Background: an optimization exercise with open tools, aiming at small area, a short achievable clock period and few clock cycles. Do not read the settings as production practice. Only simulation tests tie the RTL to the original design; equivalence was not proved.

==> module phase_step, before the edit <==
module phase_step (
    input  wire [29:0] p,       
    input  wire [30:0] inc,     
    input  wire        smp,     
    output reg  [29:0] pn,      
    output wire [25:0] vs,
    output wire        sts
);
    wire [7:0]  ep = {1'b0, p[29:23]};
    wire [7:0]  ei = inc[30:23];
    wire [7:0]  epe = (ep == 8'd0) ? 8'd1 : ep;
    wire [7:0]  eie = (ei == 8'd0) ? 8'd1 : ei;
    wire [23:0] mp = {ep != 8'd0, p[22:0]};
    wire [23:0] mi = {ei != 8'd0, inc[22:0]};
    wire [7:0]  d_ip = eie - epe;
    wire [7:0]  d_pi = epe - eie;
    wire        ip   = (eie > epe);
    wire [7:0]  d    = ip ? d_ip : d_pi;
    wire [7:0]  ex   = ip ? eie : epe;
    wire [23:0] mx   = ip ? mi : mp;
    wire [7:0]  rs  = 8'd126 - epe;
    wire [23:0] msh = (ip | smp) ? mp : mi;
    wire [7:0]  dsh = smp ? rs : d;
    reg  [25:0] v;
    reg         st;
    integer     k;
    always @* begin
        v  = {msh, 2'b00};
        st = 1'b0;
        for (k = 0; k < 5; k = k + 1)
            if (dsh[k]) begin
                st = st | (|(v & ((26'd1 << (1 << k)) - 26'd1)));
                v  = v >> (1 << k);
            end
        if (dsh[7:5] != 3'd0) begin
            v  = 26'd0;
            st = |msh;
        end
    end
    assign vs  = v;
    assign sts = st;
    wire [23:0] s24;
    wire        c24;
    add_cs #(.W(24), .B(8)) u_add (.a(mx), .b(v[25:2]), .ci(1'b0), .s(s24), .co(c24));
    wire        s_lo = v[0] | st;
    wire [23:0] m   = c24 ? {1'b1, s24[23:1]} : s24;
    wire        g   = c24 ? s24[0] : v[1];
    wire        s   = c24 ? (v[1] | s_lo) : s_lo;
    wire        rnd = g & (s | m[0]);
    wire [23:0] mr;
    wire        mco;
    inc_blk #(.W(24), .B(6)) u_rnd (.x(m), .c(rnd), .y(mr), .co(mco));
    wire [8:0]  eq = (mco | mr[23]) ? ({1'b0, ex} + {8'd0, c24} + {8'd0, mco}) : 9'd0;
    wire        isq  = (eq < 9'd127);
    wire [4:0]  kk   = eq[4:0] + 5'd1;               
    wire [22:0] fm   = isq ? 23'h7FFFFF : (23'h7FFFFF >> kk);
    wire [23:0] gq   = {mr[23] & isq, mr[22:0] & fm};
    wire        z4 = ~isq & ~|gq[23:8];
    wire [23:0] n1 = z4 ? {gq[7:0], 16'd0} : gq;
    wire        z3 = ~isq & ~|n1[23:16];
    wire [23:0] n2 = z3 ? {n1[15:0], 8'd0} : n1;
    wire        z2 = ~isq & ~|n2[23:20];
    wire [23:0] n3 = z2 ? {n2[19:0], 4'd0} : n2;
    wire        z1 = ~isq & ~|n3[23:22];
    wire [23:0] n4 = z1 ? {n3[21:0], 2'd0} : n3;
    wire        z0 = ~isq & ~n4[23];
    wire [23:0] n5 = z0 ? {n4[22:0], 1'b0} : n4;
    wire [8:0]  en   = eq - {4'd0, z4, z3, z2, z1, z0};
    wire        zero = ~isq & ((eq >= 9'd150) | ~n5[23]);
    always @* pn = zero ? 30'd0 : {en[6:0], n5[22:0]};
endmodule
==> module quant, before the edit <==
module quant (
    input  wire        sign,
    input  wire [46:0] Y,
    input  wire        depth32,
    input  wire        hiw,
    output wire [15:0] w
);
    wire        b32, b16;
    lt_rc #(.W(16)) u_b32 (.a({1'b0, Y[14:0]}), .b(Y[46:31]), .ci(|Y[30:0]), .lt(b32));
    lt_rc #(.W(32)) u_b16 (.a({1'b0, Y[30:0]}), .b(Y[46:15]), .ci(|Y[14:0]), .lt(b16));
    wire        b   = depth32 ? b32 : b16;
    wire        d0  = b ^ sign;
    wire        d1  = b & sign;
    wire [15:0] hl  = Y[30:15];      
    wire [15:0] hh  = Y[46:31];      
    wire        br  = (~|hl[15:1]) & ((~hl[0] & (d0 | d1)) | (hl[0] & d1));
    wire        lo  = depth32 & ~hiw;
    wire [15:0] x   = lo ? hl : hh;
    wire        e0  = hiw ? br : d0;
    wire        e1  = hiw ? 1'b0 : d1;
    wire        bo0 = ~x[0] & e0;
    wire [14:0] nr;
    inc_blk #(.W(15), .B(5)) u_dec (.x(~x[15:1]), .c(e1 | bo0), .y(nr), .co());
    wire [15:0] r   = {~nr, x[0] ^ e0};
    assign w = r ^ {16{sign}};
endmodule
==> module lt_rc, before the edit <==
module lt_rc #(parameter W = 16) (
    input  wire [W-1:0] a,
    input  wire [W-1:0] b,
    input  wire         ci,
    output wire         lt
);
    wire [W:0] c;
    assign c[0] = ci;
    genvar i;
    generate
        for (i = 0; i < W; i = i + 1) begin : g
            assign c[i + 1] = (~a[i] & b[i]) | (~(a[i] ^ b[i]) & c[i]);
        end
    endgenerate
    assign lt = c[W];
endmodule
export LEC_CHECK = 0
export ABC_AREA = 1
export CAP_MARGIN = 20
export CORE_MARGIN = 2
export CORE_UTILIZATION = 60
export CTS_BUF_LIST = sky130_fd_sc_hd__clkbuf_4 sky130_fd_sc_hd__clkbuf_8
export PLACE_DENSITY = 0.7
export SLEW_MARGIN = 20
create_clock -name core_clock -period 100.0 [get_ports {clk}]
standard.sh (not shown) runs the stock make flow with config.mk's settings and CLKGATE_MAP_FILE= SYNTH_SCRIPT=/design/flow/synth_recipe.tcl, a recipe that flattens the netlist after the stock synthesis.
==> flow/flow/run.sh <==
#!/bin/bash
# The standard layout (the standard.sh), with two changes to how it is
# made: the ports are buffered with buf_2 rather than the resizer's default
# choice, and repair_timing aims at a setup slack of at least
# SETUP_SLACK_MARGIN ns at the design's own clock period and constraints.
set -euo pipefail
export SETUP_SLACK_MARGIN=79
export BUFFER_PORTS_ARGS="-buffer_cell sky130_fd_sc_hd__buf_2"
bash standard.sh > standard_flow.log 2>&1
Testbench counts at the start, summed over its fixed seeds: cycles 49,672.
==> next run, changes <==
--- a/flow/design.v
+++ b/flow/design.v
@@ -49,27 +49,31 @@
     wire        rnd = g & (s | m[0]);
     wire [23:0] mr;
     wire        mco;
     inc_blk #(.W(24), .B(6)) u_rnd (.x(m), .c(rnd), .y(mr), .co(mco));
     wire [8:0]  eq = (mco | mr[23]) ? ({1'b0, ex} + {8'd0, c24} + {8'd0, mco}) : 9'd0;
-    wire        isq  = (eq < 9'd127);
     wire [4:0]  kk   = eq[4:0] + 5'd1;               
-    wire [22:0] fm   = isq ? 23'h7FFFFF : (23'h7FFFFF >> kk);
-    wire [23:0] gq   = {mr[23] & isq, mr[22:0] & fm};
-    wire        z4 = ~isq & ~|gq[23:8];
-    wire [23:0] n1 = z4 ? {gq[7:0], 16'd0} : gq;
-    wire        z3 = ~isq & ~|n1[23:16];
-    wire [23:0] n2 = z3 ? {n1[15:0], 8'd0} : n1;
-    wire        z2 = ~isq & ~|n2[23:20];
-    wire [23:0] n3 = z2 ? {n2[19:0], 4'd0} : n2;
-    wire        z1 = ~isq & ~|n3[23:22];
-    wire [23:0] n4 = z1 ? {n3[21:0], 2'd0} : n3;
-    wire        z0 = ~isq & ~n4[23];
-    wire [23:0] n5 = z0 ? {n4[22:0], 1'b0} : n4;
-    wire [8:0]  en   = eq - {4'd0, z4, z3, z2, z1, z0};
-    wire        zero = ~isq & ((eq >= 9'd150) | ~n5[23]);
-    always @* pn = zero ? 30'd0 : {en[6:0], n5[22:0]};
+    wire [22:0] f    = mr[22:0] & (23'h7FFFFF >> kk);
+    wire        z4 = ~|f[22:7];
+    wire [22:0] n1 = z4 ? {f[6:0], 16'd0} : f;
+    wire        z3 = ~|n1[22:15];
+    wire [22:0] n2 = z3 ? {n1[14:0], 8'd0} : n1;
+    wire        z2 = ~|n2[22:19];
+    wire [22:0] n3 = z2 ? {n2[18:0], 4'd0} : n2;
+    wire        z1 = ~|n3[22:21];
+    wire [22:0] n4 = z1 ? {n3[20:0], 2'd0} : n3;
+    wire        z0 = ~n4[22];
+    wire [22:0] n5 = z0 ? {n4[21:0], 1'b0} : n4;
+    wire [8:0]  en = eq - 9'd1 - {4'd0, z4, z3, z2, z1, z0};
+    always @* begin
+        if (eq < 9'd127)
+            pn = {eq[6:0], mr[22:0]};
+        else if (eq >= 9'd150 || !n5[22])
+            pn = 30'd0;
+        else
+            pn = {en[6:0], n5[21:0], 1'b0};
+    end
 endmodule
 module add_rc #(parameter W = 8) (
     input  wire [W-1:0] a,
     input  wire [W-1:0] b,
     input  wire         ci,
@@ -968,13 +972,12 @@
     input  wire [46:0] Y,
     input  wire        depth32,
     input  wire        hiw,
     output wire [15:0] w
 );
-    wire        b32, b16;
-    lt_rc #(.W(16)) u_b32 (.a({1'b0, Y[14:0]}), .b(Y[46:31]), .ci(|Y[30:0]), .lt(b32));
-    lt_rc #(.W(32)) u_b16 (.a({1'b0, Y[30:0]}), .b(Y[46:15]), .ci(|Y[14:0]), .lt(b16));
+    wire        b32 = {Y[14:0], 31'd0} < Y;
+    wire        b16 = {Y[30:0], 15'd0} < Y;
     wire        b   = depth32 ? b32 : b16;
     wire        d0  = b ^ sign;
     wire        d1  = b & sign;
     wire [15:0] hl  = Y[30:15];      
     wire [15:0] hh  = Y[46:31];      
@@ -987,26 +990,10 @@
     wire [14:0] nr;
     inc_blk #(.W(15), .B(5)) u_dec (.x(~x[15:1]), .c(e1 | bo0), .y(nr), .co());
     wire [15:0] r   = {~nr, x[0] ^ e0};
     assign w = r ^ {16{sign}};
 endmodule
-module lt_rc #(parameter W = 16) (
-    input  wire [W-1:0] a,
-    input  wire [W-1:0] b,
-    input  wire         ci,
-    output wire         lt
-);
-    wire [W:0] c;
-    assign c[0] = ci;
-    genvar i;
-    generate
-        for (i = 0; i < W; i = i + 1) begin : g
-            assign c[i + 1] = (~a[i] & b[i]) | (~(a[i] ^ b[i]) & c[i]);
-        end
-    endgenerate
-    assign lt = c[W];
-endmodule
 module ahb1_refill (
     input  wire        clk,
     input  wire        rst,         
     input  wire        start,       
     input  wire        half,        
Wire length rose by 6.8%.
Via count rose by 4.1%.
Synthesized area fell by 0.57%.
Worst hold slack improves by 4.7 ps.
Sequential share of layout area rose by 0.12 points.
Critical path depth rose by 1.
Count of clock-buffer cells in the layout is unchanged.
Worst setup slack improves by 36 ps.
Global-route usage rose by 2.1 points.
Testbench counts after the change, summed over its fixed seeds: cycles 49,672.

ahb1_refill, a different RTL version from the one above (not shown whole).
For scale: about 3200 cells after synthesis, roughly 170 flip-flops.
==> module add_cs, before the edit <==
module add_cs #(parameter W = 24, parameter B = 8) (
    input  wire [W-1:0] a,
    input  wire [W-1:0] b,
    input  wire         ci,
    output wire [W-1:0] s,
    output wire         co
);
    localparam NB = (W + B - 1) / B;
    wire [NB:0] c;
    assign c[0] = ci;
    genvar k;
    generate
        for (k = 0; k < NB; k = k + 1) begin : blk
            localparam LO = k * B;
            localparam HI = (LO + B > W) ? W : LO + B;
            if (k == 0) begin : first
                add_rc #(.W(HI - LO)) u (.a(a[HI-1:LO]), .b(b[HI-1:LO]), .ci(c[0]),
                                         .s(s[HI-1:LO]), .co(c[1]));
            end else begin : sel
                wire [HI-LO-1:0] s0, s1;
                wire             c0, c1, ca;
                add_rc #(.W(HI - LO)) u0 (.a(a[HI-1:LO]), .b(b[HI-1:LO]), .ci(1'b0), .s(s0), .co(c0));
                inc_blk #(.W(HI - LO), .B(HI - LO)) u1 (.x(s0), .c(1'b1), .y(s1), .co(ca));
                assign c1         = c0 | ca;
                assign s[HI-1:LO] = c[k] ? s1 : s0;
                assign c[k + 1]   = c[k] ? c1 : c0;
            end
        end
    endgenerate
    assign co = c[NB];
endmodule
Settings: LEC_CHECK=0, ABC_AREA=1, CAP_MARGIN=20, CORE_MARGIN=2, CORE_UTILIZATION=60, PLACE_DENSITY=0.7, SLEW_MARGIN=20; clock period 100.0 ns.
run.sh (not shown) runs the stock make flow with config.mk's settings and CLKGATE_MAP_FILE= SYNTH_SCRIPT=/design/flow/synth_recipe.tcl, a recipe that flattens the netlist after the stock synthesis.
Stock flow here: none of the scripts above is used.
Testbench counts at the start, summed over its fixed seeds: cycles 49,544.
Rerun with:
--- a/flow/design.v
+++ b/flow/design.v
@@ -110,14 +110,13 @@
             if (k == 0) begin : first
                 add_rc #(.W(HI - LO)) u (.a(a[HI-1:LO]), .b(b[HI-1:LO]), .ci(c[0]),
                                          .s(s[HI-1:LO]), .co(c[1]));
             end else begin : sel
                 wire [HI-LO-1:0] s0, s1;
-                wire             c0, c1, ca;
+                wire             c0, c1;
                 add_rc #(.W(HI - LO)) u0 (.a(a[HI-1:LO]), .b(b[HI-1:LO]), .ci(1'b0), .s(s0), .co(c0));
-                inc_blk #(.W(HI - LO), .B(HI - LO)) u1 (.x(s0), .c(1'b1), .y(s1), .co(ca));
-                assign c1         = c0 | ca;
+                add_rc #(.W(HI - LO)) u1 (.a(a[HI-1:LO]), .b(b[HI-1:LO]), .ci(1'b1), .s(s1), .co(c1));
                 assign s[HI-1:LO] = c[k] ? s1 : s0;
                 assign c[k + 1]   = c[k] ? c1 : c0;
             end
         end
     endgenerate
Register-to-register slack degrades by 3.2 ns.
Final area is lower by 0.77%.
Non-clock buffer count is higher by 3.
Clock skew is higher by 0.0069 ns.
Worst setup slack degrades by 0.74 ns.
Die area is lower by 1.1%.
Routed wire length is lower by 0.74%.
Hold slack improves by 0.015 ns.
Testbench counts after the change, summed over its fixed seeds: cycles 49,544.

RTL: one of the versions met above, not the one the previous note started from.
Size in the first run: roughly 3200 cells after synthesis, ~170 flip-flops, roughly 99 I/O pins, roughly 24000 sq um of cells after synthesis.
==> module add_cs, before the edit <==
module add_cs #(parameter W = 24, parameter B = 8) (
    input  wire [W-1:0] a,
    input  wire [W-1:0] b,
    input  wire         ci,
    output wire [W-1:0] s,
    output wire         co
);
    localparam NB = (W + B - 1) / B;
    wire [NB:0] c;
    assign c[0] = ci;
    genvar k;
    generate
        for (k = 0; k < NB; k = k + 1) begin : blk
            localparam LO = k * B;
            localparam HI = (LO + B > W) ? W : LO + B;
            if (k == 0) begin : first
                add_rc #(.W(HI - LO)) u (.a(a[HI-1:LO]), .b(b[HI-1:LO]), .ci(c[0]),
                                         .s(s[HI-1:LO]), .co(c[1]));
            end else begin : sel
                wire [HI-LO-1:0] s0, s1;
                wire             c0, c1;
                add_rc #(.W(HI - LO)) u0 (.a(a[HI-1:LO]), .b(b[HI-1:LO]), .ci(1'b0), .s(s0), .co(c0));
                add_rc #(.W(HI - LO)) u1 (.a(a[HI-1:LO]), .b(b[HI-1:LO]), .ci(1'b1), .s(s1), .co(c1));
                assign s[HI-1:LO] = c[k] ? s1 : s0;
                assign c[k + 1]   = c[k] ? c1 : c0;
            end
        end
    endgenerate
    assign co = c[NB];
endmodule
clock: 100.0 ns
lec_check: 0
abc_area: 1
cap_margin: 20
core_margin: 2
core_utilization: 60
place_density: 0.7
slew_margin: 20
standard.sh (not shown) runs the stock make flow with config.mk's settings and CLKGATE_MAP_FILE= SYNTH_SCRIPT=/design/flow/synth_recipe.tcl, a recipe that flattens the netlist after the stock synthesis.
Scripts as last shown in full above: flow/flow/run.sh
Testbench counts at the start, summed over its fixed seeds: cycles 49,544.
Change:
--- a/flow/design.v
+++ b/flow/design.v
@@ -110,13 +110,14 @@
             if (k == 0) begin : first
                 add_rc #(.W(HI - LO)) u (.a(a[HI-1:LO]), .b(b[HI-1:LO]), .ci(c[0]),
                                          .s(s[HI-1:LO]), .co(c[1]));
             end else begin : sel
                 wire [HI-LO-1:0] s0, s1;
-                wire             c0, c1;
+                wire             c0, c1, ca;
                 add_rc #(.W(HI - LO)) u0 (.a(a[HI-1:LO]), .b(b[HI-1:LO]), .ci(1'b0), .s(s0), .co(c0));
-                add_rc #(.W(HI - LO)) u1 (.a(a[HI-1:LO]), .b(b[HI-1:LO]), .ci(1'b1), .s(s1), .co(c1));
+                inc_blk #(.W(HI - LO), .B(HI - LO)) u1 (.x(s0), .c(1'b1), .y(s1), .co(ca));
+                assign c1         = c0 | ca;
                 assign s[HI-1:LO] = c[k] ? s1 : s0;
                 assign c[k + 1]   = c[k] ? c1 : c0;
             end
         end
     endgenerate
Outcome:
- cell area barely changes
- area after synthesis goes up slightly
- maximum frequency hardly moves
- wire length grows by a few percent
- clock skew is lower by 5.6 ps
- count of clock-buffer cells in the layout grows by 2
- die area increases slightly
- flip-flop and latch count does not change
- sequential share of layout area hardly moves
- first-iteration DRC count fell by roughly a tenth
- global-route usage climbs by 0.32 points
- final cell count stays flat
Testbench counts after the change, summed over its fixed seeds: cycles 49,544.

-- what the ideal ports hide --
The results above use ideal ports. As a check the final layouts listed here were re-extracted and re-timed, cells and wires unchanged.
Step 1 (the two cells are an assumption about what drives the block):
set clk [get_ports {clk}]
set_driving_cell -lib_cell sky130_fd_sc_hd__clkbuf_16 $clk
set_driving_cell -lib_cell sky130_fd_sc_hd__buf_2 [delete_from_list [all_inputs] $clk]
Step 2 moves the port delays by t, midway between the first and last clock arrival at a register: inputs arrive t later, outputs are due t later. That takes back most of the time a late clock gives input paths.
Slacks: ideal ports / drivers / drivers and shift; pairs: ideal ports / drivers.
run	t, ns	setup slack, ns	hold slack, ns	cell pins on the clock port's net
the first run of note 1	0.612	78.853 / 78.802 / 78.682	0.334 / 0.334 / 0.334	1
the second run of note 1	0.553	78.889 / 78.839 / 78.729	0.338 / 0.338 / 0.338	1
the first run of note 2	0.496	78.304 / 78.251 / 78.513	0.493 / 0.493 / 0.493	1
the second run of note 2	0.515	77.563 / 77.563 / 77.563	0.508 / 0.508 / 0.508	1
the first run of note 3	0.513	78.986 / 78.927 / 78.734	0.485 / 0.485 / 0.485	1
the second run of note 3	0.499	78.944 / 78.892 / 78.676	0.485 / 0.485 / 0.485	1
After both steps setup and hold are still met in every run listed. For the second run of note 3, which loses most, drivers alone change the setup slack by -0.052 ns; drivers and shift together by -0.268 ns.
